From an optimization exercise on the open Yosys and OpenROAD flow, aimed at small area; shortcuts taken in it are not production practice. In this exercise RTL edits were held to simulation tests only and were not proved equivalent to the original. Power and IR drop assume default switching activity.

<file path="flow/flow/run.sh">
#!/bin/bash
# Layout flow: the standard ORFS flow (standard.sh), with these changes:
#  - synthesis is ORFS's own synthesis script (the one standard.sh uses), but
#    ABC maps the logic with an area-oriented script (flow/abc_deep.script)
#    instead of ORFS's default one; registers are mapped before ABC runs, so
#    they are the standard synthesis's registers;
#  - adders are not mapped to half/full-adder cells first, so ABC maps
#    them with the rest of the logic (ADDER_MAP_FILE empty);
#  - the port buffers are sky130_fd_sc_hd__buf_1 cells;
#  - clock tree synthesis adds no dummy loads (-dont_use_dummy_load) and
#    clusters up to 24 sinks per leaf buffer.
# Each step writes its full output to a log file of its own in this folder.
set -euo pipefail
cd "$(dirname "$0")/.."
rm -rf synth_scripts
cp -r "$FLOW_HOME/scripts" synth_scripts
cp flow/abc_deep.script synth_scripts/abc_speed.script
bash standard.sh "SCRIPTS_DIR=$PWD/synth_scripts" ADDER_MAP_FILE= synth > synth.log 2>&1
bash standard.sh "BUFFER_PORTS_ARGS=-buffer_cell sky130_fd_sc_hd__buf_1" \
  "CTS_ARGS=-sink_clustering_enable -repair_clock_nets -buf_list sky130_fd_sc_hd__clkbuf_8 -sink_clustering_size 24 -sink_clustering_max_diameter 120 -dont_use_dummy_load" \
  finish > layout.log 2>&1
</file>
<file path="flow/design.v">
module nibble_core #(
    parameter W = 320,
    parameter H = 240
) (
    input  wire         clk,
    input  wire         rst_n,         
    input  wire         cmd_valid,
    output wire         cmd_ready,
    input  wire [127:0] cmd_word,
    output wire         done,
    output wire [2:0]   result,
    output wire         vram_req,
    output wire         vram_we,
    output wire [15:0]  vram_addr,
    output wire [7:0]   vram_wdata,
    input  wire         vram_gnt,
    input  wire [7:0]   vram_rdata,
    output wire         text_req,
    output wire [15:0]  text_addr,
    input  wire         text_gnt,
    input  wire [7:0]   text_rdata,
    output wire         font_req,
    output wire [8:0]   font_addr,
    input  wire         font_gnt,
    input  wire [7:0]   font_rdata
);
    localparam RB  = W / 2;
    localparam SBC = RB * H;
    localparam S_IDLE  = 4'd0;
    localparam S_FIN   = 4'd1;
    localparam S_RD    = 4'd2;    
    localparam S_WR    = 4'd3;    
    localparam S_SRD   = 4'd4;    
    localparam S_SCHK  = 4'd5;    
    localparam S_TRD   = 4'd6;    
    localparam S_FRD   = 4'd7;    
    localparam S_NC    = 4'd8;    
    localparam S_NC2   = 4'd9;    
    localparam S_SETA  = 4'd10;   
    localparam S_START = 4'd11;   
    localparam S_DOWN  = 4'd12;   
    localparam S_CONV  = 4'd13;   
    localparam M_RMW    = 3'd0;
    localparam M_WRBYTE = 3'd1;
    localparam M_CLEAR  = 3'd2;
    localparam M_PIXEL  = 3'd3;
    localparam M_VLINE  = 3'd4;
    localparam M_HLINE  = 3'd5;
    localparam M_GLYPH  = 3'd6;
    localparam M_TEXT   = 3'd7;
    reg [3:0]  state;
    reg [2:0]  mode;
    reg [2:0]  code;
    reg [15:0] ADDR;
    reg        STEP;
    reg [63:0] G;        
    reg [2:0]  ph;       
    reg [7:0]  C;        
    reg [5:0]  CNT;      
    reg [5:0]  I;        
    reg        par;      
    wire [15:0] R16 = G[15:0];
    wire [7:0]  L0  = G[7:0];
    wire [7:0]  L1  = G[15:8];
    wire [127:0] cw = cmd_word;
    wire [7:0]   op = cw[7:0];
    wire z9   = ~|cw[15:9];
    wire z16  = ~|cw[23:16];
    wire z24  = ~|cw[47:24];
    wire z48  = ~|cw[71:48];
    wire z72  = ~|cw[79:72];
    wire z80  = ~|cw[119:80];
    wire z120 = ~|cw[127:120];
    wire z_hi = z80 & z120;
    wire is_sa = (op == 8'h01);
    wire is_ss = (op == 8'h02);
    wire is_wb = (op == 8'h03);
    wire is_rm = (op == 8'h04);
    wire is_cl = (op == 8'h10);
    wire is_sp = (op == 8'h11);
    wire is_dl = (op == 8'h20);
    wire is_dg = (op == 8'h30);
    wire is_ds = (op == 8'h31);
    wire legal = (is_sa & z24 & z48 & z72 & z_hi)
               | (is_ss & z9 & z16 & z24 & z48 & z72 & z_hi)
               | ((is_wb | is_cl) & z16 & z24 & z48 & z72 & z_hi)
               | (is_rm & z24 & z48 & z72 & z_hi)
               | (is_sp & z48 & z72 & z_hi)
               | (is_dl & z_hi)
               | (is_dg & z120)
               | (is_ds & z72 & z_hi);
    wire [15:0] f_x  = cw[23:8];
    wire [15:0] f_y  = cw[39:24];
    wire [15:0] f_x1 = cw[55:40];
    wire [15:0] f_y1 = cw[71:56];
    wire addr_oor = (ADDR >= SBC);
    wire c8_bad   = |cw[15:12];
    wire c40_bad  = |cw[47:44];
    wire c48_bad  = |cw[55:52];
    wire c56_bad  = |cw[63:60];
    wire c64_bad  = |cw[71:68];
    wire c72_bad  = |cw[79:76];
    wire x_oor  = (f_x >= W);
    wire y_oor  = (f_y >= H);
    wire x1_oor = (f_x1 >= W);
    wire y1_oor = (f_y1 >= H);
    wire line_vert = (f_x[8:0] == f_x1[8:0]) && (f_y[7:0] <= f_y1[7:0]);
    wire line_horz = (f_y[7:0] == f_y1[7:0]) && (f_x[8:0] < f_x1[8:0]);
    wire gx_oor = ({1'b0, f_x} + 17'd7 >= W);
    wire gy_oor = ({1'b0, f_y} + 17'd7 >= H);
    wire sy_oor = ({1'b0, f_x1} + 17'd7 >= H);      
    wire [8:0]  ox  = f_x[8:0];
    wire [7:0]  oy  = f_y[7:0];
    wire [15:0] off = {oy, 7'd0} + {3'd0, oy, 5'd0} + {8'd0, ox[8:1]};
    wire [5:0]  scol = (|f_y[15:9] || f_y[8:3] >= 6'd40 || sy_oor) ? 6'd63
                                 : f_y[8:3] + {5'd0, |f_y[2:0]};
    wire        s_full = CNT[5] & (CNT[4] | CNT[3]);
    wire [8:0]  llen = line_vert ? {1'b0, f_y1[7:0]} - {1'b0, f_y[7:0]}
                                 : f_x1[8:0] - f_x[8:0];
    wire [2:0] col = CNT[5:3];
    wire [2:0] row = CNT[2:0] ^ {3{CNT[3]}};
    wire       gbit = (mode == M_TEXT)  ? font_rdata[~col]
                    : (mode == M_GLYPH) ? L0[~col] : 1'b1;
    wire       cring = (mode == M_TEXT) | (mode == M_VLINE) | (mode == M_HLINE);
    wire [3:0] nib = cring ? (gbit ? L0[3:0] : L1[3:0]) : (gbit ? C[3:0] : C[7:4]);
    reg [7:0] mm, mv;
    always @(*) begin
        case (mode)
        M_RMW:    begin mm = L0;    mv = L1; end
        M_WRBYTE: begin mm = 8'hFF; mv = L0; end
        M_CLEAR:  begin mm = 8'hFF; mv = {L0[3:0], L0[3:0]}; end
        default:  begin
            mm = par ? 8'h0F : 8'hF0;
            mv = par ? {4'h0, nib} : {nib, 4'h0};
        end
        endcase
    end
    assign vram_wdata = (vram_rdata & ~mm) | mv;
    reg rd_go;
    always @(*) begin
        case (mode)
        M_RMW, M_WRBYTE, M_CLEAR: rd_go = (ph == 3'd5);
        M_VLINE, M_HLINE: rd_go = (ph == 3'd1);
        M_GLYPH:         rd_go = (ph + 3'd1 == row);
        default:         rd_go = 1'b1;
        endcase
    end
    wire ph6 = (ph == 3'd6);
    wire lastc = &CNT;
    wire wide  = (mode == M_VLINE) | (mode == M_HLINE) | (state == S_CONV);
    wire last  = lastc & (~wide | &I[2:0]);
    wire       gl   = (mode == M_GLYPH) | (mode == M_TEXT);
    wire       vert = (state == S_DOWN) | (mode == M_VLINE) | (gl & (CNT[2:0] != 3'd7) & (state == S_WR));
    wire       up   = gl & CNT[3] & (state == S_WR);
    reg [15:0] dk;
    reg        dc;
    always @(*) begin
        dk = (state == S_CONV) ? 16'hFFA0 : vert ? (up ? 16'hFF60 : 16'd160) : 16'd0;
        dc = (vert | (state == S_CONV)) ? 1'b0 : par;
        case (mode)
        M_WRBYTE: dc = STEP;
        M_CLEAR:  dc = 1'b1;
        default: ;
        endcase
    end
    wire [15:0] anext = ADDR + dk + {15'd0, dc};
    assign cmd_ready  = (state == S_IDLE);
    assign done       = (state == S_FIN);
    assign result     = code;
    assign vram_req   = ((state == S_RD) & rd_go) | (state == S_WR) | (state == S_FRD);
    assign vram_we    = (state == S_WR);
    assign vram_addr  = ADDR;
    assign text_req   = ((state == S_SRD) | (state == S_TRD) | (state == S_NC)) & ph6;
    assign text_addr  = R16 + {10'd0, I};
    assign font_req   = (state == S_FRD);
    assign font_addr  = {text_rdata[6], text_rdata[4:0], row};
    always @(posedge clk) begin
        if (state == S_IDLE) begin
            ph <= 3'd0;
            G[31:0]  <= cw[87:56];
            G[47:32] <= is_ds ? {cw[47:40], cw[32:25]} : cw[103:88];
            G[63:48] <= is_dg ? cw[119:104] : cw[23:8];
            C <= {cw[51:48], cw[43:40]};
        end else begin
            ph <= ph + 3'd1;
            G  <= {G[7:0], G[63:8]};
        end
    end
    always @(posedge clk) begin
        if (!rst_n) begin
            state <= S_IDLE;
            ADDR  <= 16'd0;
            STEP  <= 1'b0;
        end else begin
            case (state)
            S_IDLE: if (cmd_valid) begin
                code  <= 3'd0;
                state <= S_FIN;
                CNT   <= 6'h3F;
                par   <= is_ds ? cw[24] : cw[8];
                I     <= 6'd0;
                if (!legal) code <= 3'd6;
                else if (is_sa) begin
                    if (f_x >= SBC) code <= 3'd1;
                    else            state <= S_SETA;
                end else if (is_ss) begin
                    STEP <= cw[8];
                end else if (is_wb) begin
                    mode <= M_WRBYTE;
                    if (addr_oor) code <= 3'd1;
                    else          state <= S_RD;
                end else if (is_rm) begin
                    mode <= M_RMW;
                    if (addr_oor)  code <= 3'd1;
                    else if (STEP) code <= 3'd5;
                    else           state <= S_RD;
                end else if (is_cl) begin
                    mode <= M_CLEAR;
                    if (c8_bad) code <= 3'd4;
                    else begin
                        ADDR  <= 16'd0;
                        STEP  <= 1'b1;
                        state <= S_RD;
                    end
                end else if (is_sp) begin
                    mode <= M_PIXEL;
                    if (x_oor || y_oor) code <= 3'd1;
                    else if (c40_bad)   code <= 3'd4;
                    else begin
                        ADDR  <= off;
                        STEP  <= 1'b0;
                        state <= S_RD;
                    end
                end else if (is_dl) begin
                    mode <= line_vert ? M_VLINE : M_HLINE;
                    {I[2:0], CNT} <= ~llen;
                    if (x_oor || y_oor || x1_oor || y1_oor) code <= 3'd1;
                    else if (!line_vert && !line_horz)      code <= 3'd2;
                    else if (c72_bad)                       code <= 3'd4;
                    else begin
                        ADDR  <= off;
                        STEP  <= 1'b0;
                        state <= S_RD;
                    end
                end else if (is_dg) begin
                    mode <= M_GLYPH;
                    CNT  <= 6'h00;
                    if (gx_oor || gy_oor)        code <= 3'd1;
                    else if (c40_bad || c48_bad) code <= 3'd4;
                    else begin
                        ADDR  <= off;
                        STEP  <= 1'b0;
                        state <= S_RD;
                    end
                end else begin   
                    mode  <= M_TEXT;
                    CNT   <= scol;
                    if (c56_bad || c64_bad) code <= 3'd4;
                    state <= S_SRD;
                end
            end
            S_SETA: if (ph6) begin
                ADDR  <= R16;
                state <= S_FIN;
            end
            S_RD: if (vram_gnt && rd_go) state <= S_WR;
            S_WR: begin
                state <= (mode == M_TEXT) ? S_TRD : S_RD;
                if (vram_gnt) begin
                    case (mode)
                    M_RMW, M_PIXEL: state <= S_FIN;
                    M_WRBYTE: begin
                        ADDR  <= anext;
                        state <= S_FIN;
                    end
                    M_CLEAR: begin
                        ADDR <= anext;
                        if (ADDR == SBC - 1) state <= S_FIN;
                    end
                    default: begin    
                        if (last) begin
                            CNT   <= 6'h39;
                            I     <= I + 6'd1;
                            state <= (mode == M_TEXT) ? S_NC : (mode == M_GLYPH) ? S_DOWN : S_FIN;
                        end else begin
                            CNT  <= CNT + 6'd1;
                            if (wide && lastc) I <= I + 6'd1;
                            ADDR <= anext;
                            if (!vert) par <= ~par;
                        end
                    end
                    endcase
                end
            end
            S_SRD: if (text_gnt && ph6) state <= S_SCHK;
            S_SCHK: begin
                state <= S_SRD;
                if (text_rdata == 8'd0) begin
                    if (code != 3'd0 || I == 6'd0) state <= S_FIN;
                    else begin
                        I     <= 6'd0;
                        STEP  <= 1'b0;
                        state <= S_START;
                    end
                end else if (s_full) begin
                    code  <= 3'd1;
                    state <= S_FIN;
                end else if (text_rdata < 8'd32 || text_rdata > 8'd95) begin
                    code  <= 3'd3;
                    state <= S_FIN;
                end else begin
                    I   <= I + 6'd1;
                    CNT <= CNT + 6'd1;
                end
            end
            S_START: if (ph == 3'd4) begin
                ADDR  <= R16;
                {I[2:0], CNT} <= {1'b1, ~L1};
                state <= S_CONV;
            end
            S_CONV: begin
                CNT <= CNT + 6'd1;
                if (lastc) I <= I + 6'd1;
                if (last) begin
                    CNT   <= 6'h00;
                    I     <= 6'd0;
                    state <= S_TRD;
                end else
                    ADDR <= anext;
            end
            S_TRD: if (text_gnt && ph6) state <= S_FRD;
            S_FRD: state <= (font_gnt && vram_gnt) ? S_WR : S_TRD;
            S_NC: if (text_gnt && ph6) state <= S_NC2;
            S_NC2: begin
                if (text_rdata == 8'd0) state <= S_DOWN;
                else begin
                    ADDR  <= anext;
                    par   <= ~par;
                    CNT   <= 6'h00;
                    state <= S_TRD;
                end
            end
            S_DOWN: begin
                ADDR <= anext;
                CNT  <= CNT + 6'd1;
                if (lastc) state <= S_FIN;
            end
            S_FIN: state <= S_IDLE;
            default: state <= S_IDLE;
            endcase
        end
    end
endmodule
</file>
<file path="flow/flow/abc_deep.script">
&get -n
&st
&deepsyn -T 30
&dch -f
&nf -a -R 1000
&st
&dch -f
&nf -a -R 1000
&st
&dch -f
&nf -a -R 1000
&put
topo
stime -c
</file>
<file path="flow/standard.sh">
#!/bin/bash
# synth_recipe.tcl (not shown) runs the flow's synth.tcl, then flattens the netlist and writes it again
# the make line also repeats each setting of config.mk as NAME=value (left out here)
make -C /OpenROAD-flow-scripts/flow DESIGN_CONFIG=/design/flow/config.mk WORK_HOME=/design/flow/orfs CLKGATE_MAP_FILE= SYNTH_SCRIPT=/design/flow/synth_recipe.tcl "${@:-finish}"
</file>
<file path="flow/config.mk">
export PLATFORM = sky130hd
export DESIGN_NAME = nibble_core
export DESIGN_NICKNAME = nibble_core
export VERILOG_FILES = /design/flow/design.v
export SDC_FILE = /design/flow/constraint.sdc
export NUM_CORES = 4
export LEC_CHECK = 0
export CAP_MARGIN = 20
export CORE_MARGIN = 2
export CORE_UTILIZATION = 62
export CTS_BUF_LIST = sky130_fd_sc_hd__clkbuf_8
export GPL_TIMING_DRIVEN = 0
export PLACE_DENSITY = 0.72
export SLEW_MARGIN = 20
</file>
<file path="flow/constraint.sdc">
create_clock -name core_clock -period 6.5 [get_ports {clk}]
set_input_delay 1.3000 -clock core_clock [delete_from_list [all_inputs] [get_ports {clk}]]
set_output_delay 1.3000 -clock core_clock [all_outputs]
set_load 0.01 [all_outputs]
</file>
==> out/results.tsv, run 1 <==
stage	metric	value	unit
outcome	outcome	finished clean	
place	placed_area	8850	um^2
worst_setup_path	r2r_start	state[1]$_SDFFE_PN0P_	
timing	setup_tns	0	ps
worst_setup_path	crit_start	cmd_word[8]	
cells_and_area	final_area	9110	um^2
floorplan	row_count	40	
clock_tree	cts_num_sinks	115	
timing	fin_crit	6290	ps
clock_tree	clock_latency	450	ps
timing	hold_viol_final	0	
worst_setup_path	start_kind	input port	
detailed_routing	vias	9585	
cells_and_area	drive_gt1_share	2.68	%
timing	final_min_period_over_clock_period	96.8	%
timing	drv_slew	0	
clock_tree	cts_root_buf	clkbuf_8	
global_routing	grt_max_degree	71	
yosys	synth_top_area_share	22.6	%
global_routing	overflow	0	
timing	slew_headroom	32.2	%
power_and_ir_drop	leakage	3.11	nW
worst_setup_path	critPathKind	input port to flop	
floorplan	die_w	116	um
cells_and_area	final_cell_mix	buf_1 (215), nor2_1 (188), nand2_1 (93)	
timing	fin_skew	27.1	ps
detailed_routing	routed_wl	30200	um
global_routing	grt_pass1_wl	44600	um
worst_setup_path	crit_fanout	7	
clock_tree	hold_buffers	0	
yosys	synth.net_count	1192	
clock_tree	clk_path_buf_depth	2	
clock_tree	cts.clk_slew.worst_paths	70	ps
power_and_ir_drop	p_per_area	407	nW/um^2
yosys	synth_area_leaders	dfxtp_1 (23%), edfxtp_1 (10%), nor2_1 (9.1%)	
worst_setup_path	arrival	6670	ps
timing	worst_pin_slew	1010	ps
detailed_routing	route.detailed.drc	0	
min_path	hold_path.class	flop to flop	
place	io_buffers	215	
global_routing	grt_pass1_vias	8378	
run	drv_cap	0	
clock_tree	htreeDepth	4	
yosys	avgSynthCellArea	7.54	um^2
floorplan	core-area	12200	um^2
floorplan	io_pins	216	
yosys	synth-main-ff-cell	dfxtp_1	
cells_and_area	area_growth_syn_to_layout	16.9	%
detailed_routing	first_pass_iters	12	
global_routing	grt_usage	44.1	%
yosys	ys_seq_area_share	33.0	%
yosys	synth_edf_count	27	
cells_and_area	nNetsFinal	1427	
place	gp_congestion	1.00	
timing	max_freq	159	MHz
yosys	synthArstFlopShare	0	%
floorplan	die_h	116	um
detailed_routing	viasPerCell	6.68	
floorplan	die_area	13500	um^2
yosys	ys_types	64	
yosys	syn_inst	1034	
clock_tree	cts_buffers	17	
worst_setup_path	crit_path_end_kind	flop	
yosys	ys_ff_latch	115	
place	placedCellCount	1418	
worst_setup_path	cp.required	6880	ps
place	dp_hpwl	22200	um
floorplan	initial_core_util	64.1	%
global_routing	antenna_found_initial	0	
detailed_routing	ant_nets	0	
min_path	worstHoldStart	G[59]$_DFF_P_	
cells_and_area	final_common_cell	buf_1	
clock_tree	cts_tree	yes	
cells_and_area	antenna-diode-count	0	
clock_tree	postCtsSetupBuffers	0	
yosys	synth_area_leader_cell	dfxtp_1	
yosys	synth_warnings	1	
detailed_routing	drt_iter0_drc	1650	
yosys	synth_area	7790	um^2
timing	setup_violations	0	
cells_and_area	fin_cells	1435	
power_and_ir_drop	ir_drop	0.000355	V
detailed_routing	wire_per_inst	21.0	um
[cell families after synthesis]
logic type,share of synthesized area [%]
xor gates and xnor gates,7.42
AOI/OAI and AO/OA,25.4
adders and majority gates,0.514
DFF,33.0
and+or+nand+nor,29.3
buffers and inverters,3.47
muxes,0.803
[flip-flops by register name (all words and copies together) (netlist names)]
signal  cells
I           6
G          64
CNT         6
code        3
STEP        1
C           8
state       4
ADDR       16
par         1
mode        3
ph          3
[metrics by stage]
stage | worst slack (ps) | hold WS [ps] | power [mW] | util (%)
floorplan | 1460 | 408 | 2.46 | -
global placement | -78.7 | 419 | 3.09 | 72.4
detailed placement | -117 | 420 | 3.13 | 72.8
CTS | 284 | 436 | 3.62 | 74.7
global route | -7.71 | 458 | 3.90 | 74.9
finish | 208 | 435 | 3.70 | 74.9
[cell type report]
| type | count | area, um^2 |
|---|---|---|
| fillers | 1036 | 3050 |
| well taps | 168 | 210 |
| plain buffers | 6 | 45.0 |
| flip-flops and latches | 115 | 2570 |
| multi-input cells | 853 | 4980 |
| clock buffers | 17 | 234 |
| repair buffers | 216 | 835 |
| inverters | 60 | 226 |
[what timing repair did]
item | in CTS | in global routing
resized for setup | 0 | 6
setup endpoints to repair | 0 | 8
endpoints found under the hold margin | 0 | 0
[where the power goes]
| part | switching (mW) | internal, mW |
|---|---|---|
| combinational | 1.12 | 0.656 |
| clock | 0.254 | 0.229 |
| sequential | 0.380 | 1.06 |
[worst paths after layout]
path / end / slack [ps] / cells after the start
worst max-delay path: ADDR[8]$_SDFFE_PN0P_ / 210 / 22
worst min-delay path: G[51]$_DFF_P_ / 440 / 2
worst max register to register: ADDR[15]$_SDFFE_PN0P_ / 400 / 24
worst min register to register: G[51]$_DFF_P_ / 440 / 2
[Yosys cell counts, types with 6 or more instances]
| cell | instances |
|---|---|
| a211oi_1 | 12 |
| xnor2_1 | 43 |
| a222oi_1 | 41 |
| o22a_1 | 6 |
| o22ai_1 | 9 |
| a31oi_1 | 14 |
| buf_4 | 6 |
| clkinv_1 | 60 |
| nor2b_1 | 15 |
| o21ai_0 | 60 |
| a221oi_1 | 9 |
| nand2_1 | 94 |
| a21o_1 | 7 |
| dfxtp_1 | 88 |
| nand4_1 | 8 |
| a22oi_1 | 6 |
| and2_0 | 11 |
| nor4_1 | 30 |
| edfxtp_1 | 27 |
| or3_1 | 13 |
| a21oi_1 | 73 |
| nor3_1 | 30 |
| or2_0 | 9 |
| nand3_1 | 45 |
| and3_1 | 8 |
| xor2_1 | 23 |
| nand2b_1 | 23 |
| nor2_1 | 188 |
[worst max-delay path, cell delays in order]
cell and delay [ps]:
buf_1 370, nor2b_1 330, nor2_1 110, or3_1 400, a21o_1 230, a21o_1 200, o21ai_0 150, nand2_1 130
and3_1 220, o21ai_0 290, nand3_1 230, a31oi_1 300, nor3_1 110, nor2_1 250, a21oi_1 140, nor4bb_2 520
nor2b_2 350, nand2_1 240, nor3_1 460, nand2_1 110, o31a_1 150, nand2_1 80
[layer usage]
metal | global-route usage [%] | vias up | routed length (um)
met5 | 0 | - | 0
met4 | 25.5 | 0 | 1920
met3 | 12.9 | 158 | 4080
met2 | 69.9 | 821 | 13500
met1 | 53.7 | 4268 | 10700
li1 | - | 4338 | -
==> inputs of run 2 (changes only) <==
--- a/flow/design.v
+++ b/flow/design.v
@@ -50,7 +50,7 @@
     localparam M_TEXT   = 3'd7;
     reg [3:0]  state;
     reg [2:0]  mode;
-    reg [2:0]  code;
+    reg        ok;       
     reg [15:0] ADDR;
     reg        STEP;
     reg [63:0] G;        
@@ -166,7 +166,7 @@
     wire [15:0] anext = ADDR + dk + {15'd0, dc};
     assign cmd_ready  = (state == S_IDLE);
     assign done       = (state == S_FIN);
-    assign result     = code;
+    assign result     = ok ? 3'd0 : mode;
     assign vram_req   = ((state == S_RD) & rd_go) | (state == S_WR) | (state == S_FRD);
     assign vram_we    = (state == S_WR);
     assign vram_addr  = ADDR;
@@ -194,29 +194,29 @@
         end else begin
             case (state)
             S_IDLE: if (cmd_valid) begin
-                code  <= 3'd0;
+                ok    <= 1'b1;
                 state <= S_FIN;
                 CNT   <= 6'h3F;
                 par   <= is_ds ? cw[24] : cw[8];
                 I     <= 6'd0;
-                if (!legal) code <= 3'd6;
+                if (!legal) begin ok <= 1'b0; mode <= 3'd6; end
                 else if (is_sa) begin
-                    if (f_x >= SBC) code <= 3'd1;
+                    if (f_x >= SBC) begin ok <= 1'b0; mode <= 3'd1; end
                     else            state <= S_SETA;
                 end else if (is_ss) begin
                     STEP <= cw[8];
                 end else if (is_wb) begin
                     mode <= M_WRBYTE;
-                    if (addr_oor) code <= 3'd1;
+                    if (addr_oor) begin ok <= 1'b0; mode <= 3'd1; end
                     else          state <= S_RD;
                 end else if (is_rm) begin
                     mode <= M_RMW;
-                    if (addr_oor)  code <= 3'd1;
-                    else if (STEP) code <= 3'd5;
+                    if (addr_oor)  begin ok <= 1'b0; mode <= 3'd1; end
+                    else if (STEP) begin ok <= 1'b0; mode <= 3'd5; end
                     else           state <= S_RD;
                 end else if (is_cl) begin
                     mode <= M_CLEAR;
-                    if (c8_bad) code <= 3'd4;
+                    if (c8_bad) begin ok <= 1'b0; mode <= 3'd4; end
                     else begin
                         ADDR  <= 16'd0;
                         STEP  <= 1'b1;
@@ -224,8 +224,8 @@
                     end
                 end else if (is_sp) begin
                     mode <= M_PIXEL;
-                    if (x_oor || y_oor) code <= 3'd1;
-                    else if (c40_bad)   code <= 3'd4;
+                    if (x_oor || y_oor) begin ok <= 1'b0; mode <= 3'd1; end
+                    else if (c40_bad)   begin ok <= 1'b0; mode <= 3'd4; end
                     else begin
                         ADDR  <= off;
                         STEP  <= 1'b0;
@@ -234,9 +234,9 @@
                 end else if (is_dl) begin
                     mode <= line_vert ? M_VLINE : M_HLINE;
                     {I[2:0], CNT} <= ~llen;
-                    if (x_oor || y_oor || x1_oor || y1_oor) code <= 3'd1;
-                    else if (!line_vert && !line_horz)      code <= 3'd2;
-                    else if (c72_bad)                       code <= 3'd4;
+                    if (x_oor || y_oor || x1_oor || y1_oor) begin ok <= 1'b0; mode <= 3'd1; end
+                    else if (!line_vert && !line_horz)      begin ok <= 1'b0; mode <= 3'd2; end
+                    else if (c72_bad)                       begin ok <= 1'b0; mode <= 3'd4; end
                     else begin
                         ADDR  <= off;
                         STEP  <= 1'b0;
@@ -245,8 +245,8 @@
                 end else if (is_dg) begin
                     mode <= M_GLYPH;
                     CNT  <= 6'h00;
-                    if (gx_oor || gy_oor)        code <= 3'd1;
-                    else if (c40_bad || c48_bad) code <= 3'd4;
+                    if (gx_oor || gy_oor)        begin ok <= 1'b0; mode <= 3'd1; end
+                    else if (c40_bad || c48_bad) begin ok <= 1'b0; mode <= 3'd4; end
                     else begin
                         ADDR  <= off;
                         STEP  <= 1'b0;
@@ -255,7 +255,7 @@
                 end else begin   
                     mode  <= M_TEXT;
                     CNT   <= scol;
-                    if (c56_bad || c64_bad) code <= 3'd4;
+                    ok    <= ~(c56_bad | c64_bad);
                     state <= S_SRD;
                 end
             end
@@ -296,17 +296,20 @@
             S_SCHK: begin
                 state <= S_SRD;
                 if (text_rdata == 8'd0) begin
-                    if (code != 3'd0 || I == 6'd0) state <= S_FIN;
+                    if (!ok || I == 6'd0) begin
+                        mode  <= 3'd4;
+                        state <= S_FIN;
+                    end
                     else begin
                         I     <= 6'd0;
                         STEP  <= 1'b0;
                         state <= S_START;
                     end
                 end else if (s_full) begin
-                    code  <= 3'd1;
+                    begin ok <= 1'b0; mode <= 3'd1; end
                     state <= S_FIN;
                 end else if (text_rdata < 8'd32 || text_rdata > 8'd95) begin
-                    code  <= 3'd3;
+                    begin ok <= 1'b0; mode <= 3'd3; end
                     state <= S_FIN;
                 end else begin
                     I   <= I + 6'd1;
--- a/flow/flow/run.sh
+++ b/flow/flow/run.sh
@@ -7,8 +7,7 @@
 #  - adders are not mapped to half/full-adder cells first, so ABC maps
 #    them with the rest of the logic (ADDER_MAP_FILE empty);
 #  - the port buffers are sky130_fd_sc_hd__buf_1 cells;
-#  - clock tree synthesis adds no dummy loads (-dont_use_dummy_load) and
-#    clusters up to 24 sinks per leaf buffer.
+#  - clock tree synthesis adds no dummy loads (-dont_use_dummy_load).
 # Each step writes its full output to a log file of its own in this folder.
 set -euo pipefail
 cd "$(dirname "$0")/.."
@@ -17,5 +16,5 @@
 cp flow/abc_deep.script synth_scripts/abc_speed.script
 bash standard.sh "SCRIPTS_DIR=$PWD/synth_scripts" ADDER_MAP_FILE= synth > synth.log 2>&1
 bash standard.sh "BUFFER_PORTS_ARGS=-buffer_cell sky130_fd_sc_hd__buf_1" \
-  "CTS_ARGS=-sink_clustering_enable -repair_clock_nets -buf_list sky130_fd_sc_hd__clkbuf_8 -sink_clustering_size 24 -sink_clustering_max_diameter 120 -dont_use_dummy_load" \
+  "CTS_ARGS=-sink_clustering_enable -repair_clock_nets -buf_list sky130_fd_sc_hd__clkbuf_8 -dont_use_dummy_load" \
   finish > layout.log 2>&1
==> run 2 against run 1 <==
Against the previous run: clock power increased by 0.8%; core utilization decreased by 1.5 points; total power increased by 4.7%; non-clock buffer count increased by 3; maximum frequency increased by 0.70%; synthesized area increased by 0.29%; flip-flop and latch count decreased by 2; setup slack improved by 44 ps; design area increased by 0.41%; largest cell class unchanged; largest power group unchanged.
==> out/results.tsv, run 2 <==
stage	metric	value	unit
run	drv_cap	0	
global_routing	top_usage_layer	met2	
clock_tree	cts_num_sinks	113	
yosys	ys_seq_area_share	32.1	%
power_and_ir_drop	p_per_area	424	nW/um^2
yosys	synthArstFlopShare	0	%
min_path	whs_path_depth	2	
place	dp_hpwl	23300	um
timing	holdWs	459	ps
clock_tree	cts_tree	yes	
cells_and_area	largest_register	G	
yosys	synth.net_count	1213	
yosys	syn_inst	1055	
floorplan	row_count	41	
yosys	synth-main-ff-cell	dfxtp_1	
cells_and_area	final_common_cell	nor2_1	
clock_tree	clk_path_buf_depth	2	
detailed_routing	vias	9851	
global_routing	antenna_found_initial	1	
floorplan	die_w	116	um
floorplan	initial_core_util	62.7	%
power_and_ir_drop	power.share.switching	49.2	%
cells_and_area	final_cell_mix	nor2_1 (217), buf_1 (213), nand2_1 (95)	
global_routing	overflow	0	
floorplan	core-area	12500	um^2
clock_tree	cts_root_buf	clkbuf_8	
global_routing	grt_pass1_vias	8718	
global_routing	grtUsageMet1	57.4	%
power_and_ir_drop	p_switching	1.91	mW
yosys	synth_warnings	1	
worst_setup_path	critPathKind	input port to flop	
cells_and_area	drive_gt1_share	2.87	%
clock_tree	clock_latency	460	ps
clock_tree	cts.clk_slew.worst_paths	70	ps
floorplan	die_area	13500	um^2
yosys	ys_types	58	
detailed_routing	wire_per_inst	21.4	um
timing	hold_viol_final	0	
yosys	ys_ff_latch	113	
worst_setup_path	crit_path_end_kind	flop	
yosys	synth_edf_count	25	
yosys	synth_area_leader_cell	dfxtp_1	
cells_and_area	multiInputGateArea	5130	um^2
floorplan	io_pins	216	
detailed_routing	viasPerCell	6.73	
yosys	synth_top_area_share	22.5	%
detailed_routing	first_pass_iters	8	
global_routing	grt_pass1_wl	47300	um
detailed_routing	drt_iter0_drc	1646	
global_routing	grt.met2_usage	70.5	%
cells_and_area	top_regs	G (64), ADDR (16), C (8)	
power_and_ir_drop	combPwrFrac	48.7	%
timing	rsz0062_at_grt	false	
power_and_ir_drop	ir_drop	0.000554	V
detailed_routing	routed_wl	31400	um
cells_and_area	nNetsFinal	1451	
worst_setup_path	start_kind	input port	
power_and_ir_drop	seq_power_share	38.8	%
cells_and_area	area_growth_syn_to_layout	17.0	%
global_routing	grt_max_degree	80	
yosys	avgSynthCellArea	7.41	um^2
worst_setup_path	arrival	6620	ps
timing	setup_slack	252	ps
timing	fin_crit	6250	ps
timing	final_min_period_over_clock_period	96.1	%
timing	worst_pin_slew	1200	ps
place	io_buffers	215	
cells_and_area	register_area	2510	um^2
timing	max_freq	160	MHz
yosys	synth_area	7820	um^2
global_routing	grt_usage	46.4	%
worst_setup_path	crit_fanout	10	
outcome	outcome	finished clean	
min_path	hold_path.class	flop to flop	
clock_tree	cts_buffers	17	
timing	setup_violations	0	
worst_setup_path	reg2reg_depth	17	
global_routing	use_met3	14.4	%
yosys	synth.most_common_cell	nor2_1	
power_and_ir_drop	leakage	3.02	nW
timing	slew_headroom	19.1	%
power_and_ir_drop	total_power	3.88	mW
worst_setup_path	cp.required	6880	ps
detailed_routing	route.detailed.drc	0	
timing	fin_skew	24.0	ps
detailed_routing	ant_nets	0	
power_and_ir_drop	pwr-share-clk	12.5	%
timing	drv_slew	0	
floorplan	die_h	116	um
power_and_ir_drop	p_int	1.97	mW
cells_and_area	largest_reg_flops	64	
yosys	yosys-top-cells-count	nor2_1 (218), nand2_1 (96), dfxtp_1 (88), o21ai_0 (74), a21oi_1 (66)	
clock_tree	htreeDepth	4	
cells_and_area	fin_util	73.4	%
yosys	synth_area_leaders	dfxtp_1 (23%), nor2_1 (10%), edfxtp_1 (9.6%)	
place	dpl_worst_slack	-649	ps
place	gp_congestion	1.07	
cells_and_area	nFillCells	1033	
-- run 2: changes by cell type after synthesis, sizes merged, moves of 14 or more --
cell / previous run / this run
o22ai: 9 / 27
a222oi: 41 / 24
clkinv: 60 / 39
nor2: 188 / 218
o21ai: 60 / 74
-- run 2: routing by layer --
layer | up-vias | part of all wire (%)
met1 | 4461 | 36
met4 | 0 | 6.3
met3 | 172 | 14
met2 | 837 | 44
li1 | 4381 | -
met5 | - | 0
-- run 2: cells by family after synthesis --
kind of cell    Yosys count  share of synthesized area [%]
simple gates            516                           30.6
compound gates          288                           23.9
flops                   113                           32.1
xor+xnor                 79                           8.85
buf+inv                  45                           2.45
mux                       7                           1.10
fa+ha+maj                 7                          0.896
-- run 2: area by class of cell --
class	instances	area share (%)
Multi-Input combinational cell	897	56.1
Sequential cell	113	27.5
Timing Repair Buffer	219	9.29
Clock buffer	17	2.56
Tap cell	172	2.35
Inverter	39	1.66
Buffer	6	0.493
Antenna cell	1	0.0274
-- run 2: power groups by stage --
stage | Clock (mW) | Combinational, mW | Sequential (mW)
after global routing | 0.507 | 2.07 | 1.53
after detailed placement | 0 | 1.82 | 1.47
after CTS | 0.480 | 1.84 | 1.46
after global placement | 0 | 1.78 | 1.46
final | 0.487 | 1.89 | 1.50
after floorplan | 0 | 1.28 | 1.30
-- run 2: critical path, stage by stage --
cell and delay, ps:
buf_2 220, xor2_1 260, nor3_1 110, o21ai_1 220, a21o_1 170, o21ai_0 170, maj3_1 430, and2_0 190
or3_1 390, a21boi_0 190, maj3_1 470, a21oi_1 280, nor2_1 100, nor2b_1 140, nor2_1 90, nor4_2 260
a31oi_1 110, a21oi_1 160, o21ai_0 100, clkinv_1 100, nand2_1 140, nor2_1 340, and2_2 350, a22o_1 180
a31oi_1 50, o21ai_0 90
-- run 2: worst paths after layout --
path                            to  slack [ps]              start
max          ADDR[13]$_SDFFE_PN0P_         250        cmd_word[9]
min                  G[24]$_DFF_P_         460      G[32]$_DFF_P_
max reg2reg  ADDR[13]$_SDFFE_PN0P_        1710  mode[0]$_DFFE_PP_
min reg2reg          G[24]$_DFF_P_         460      G[32]$_DFF_P_
-- run 2: through the flow --
stage,TNS (ps),std cells,area (um^2)
floorplan,0,1055,7820
global placement,-17970,1442,8840
detailed placement,-8000,1443,8870
CTS,0,1462,9120
global route,0,1463,9140
finish,0,1464,9150
-- run 2: what timing repair did --
item,in CTS,in global routing
endpoints found under the setup margin,15,15
hold buffers,0,0
pin swaps,0,1
gates resized for setup,4,5
buffers inserted,2,0

what the ideal ports hide:
The flow's constraints put no driver on any port. The routed layouts listed below were extracted and timed again, unchanged, in two steps.
Step 1: set_driving_cell puts a clkbuf_16 on clk and a buf_2 on each other input, an assumption about the parent block.
Step 2 also shifts input and output timing later by t, the mid clock arrival at the registers, as if the neighbouring blocks saw the same clock.
Three values: ideal, step 1, step 2; two values: the first two.
run	t, ns	setup slack, ns	worst setup path at the end	clock arrival spread, ns	cell pins on the clock port's net
run 1	0.480	0.208 / 0.223 / -0.257	input to register	0.028 / 0.028	1
run 2	0.487	0.252 / 0.270 / -0.217	input to register	0.029 / 0.029	1
With both steps, setup timing fails in run 1 and run 2, where it was met with ideal ports. The setup slack of run 2, which loses most, moves by +0.018 ns with the drivers and by -0.469 ns with both steps.
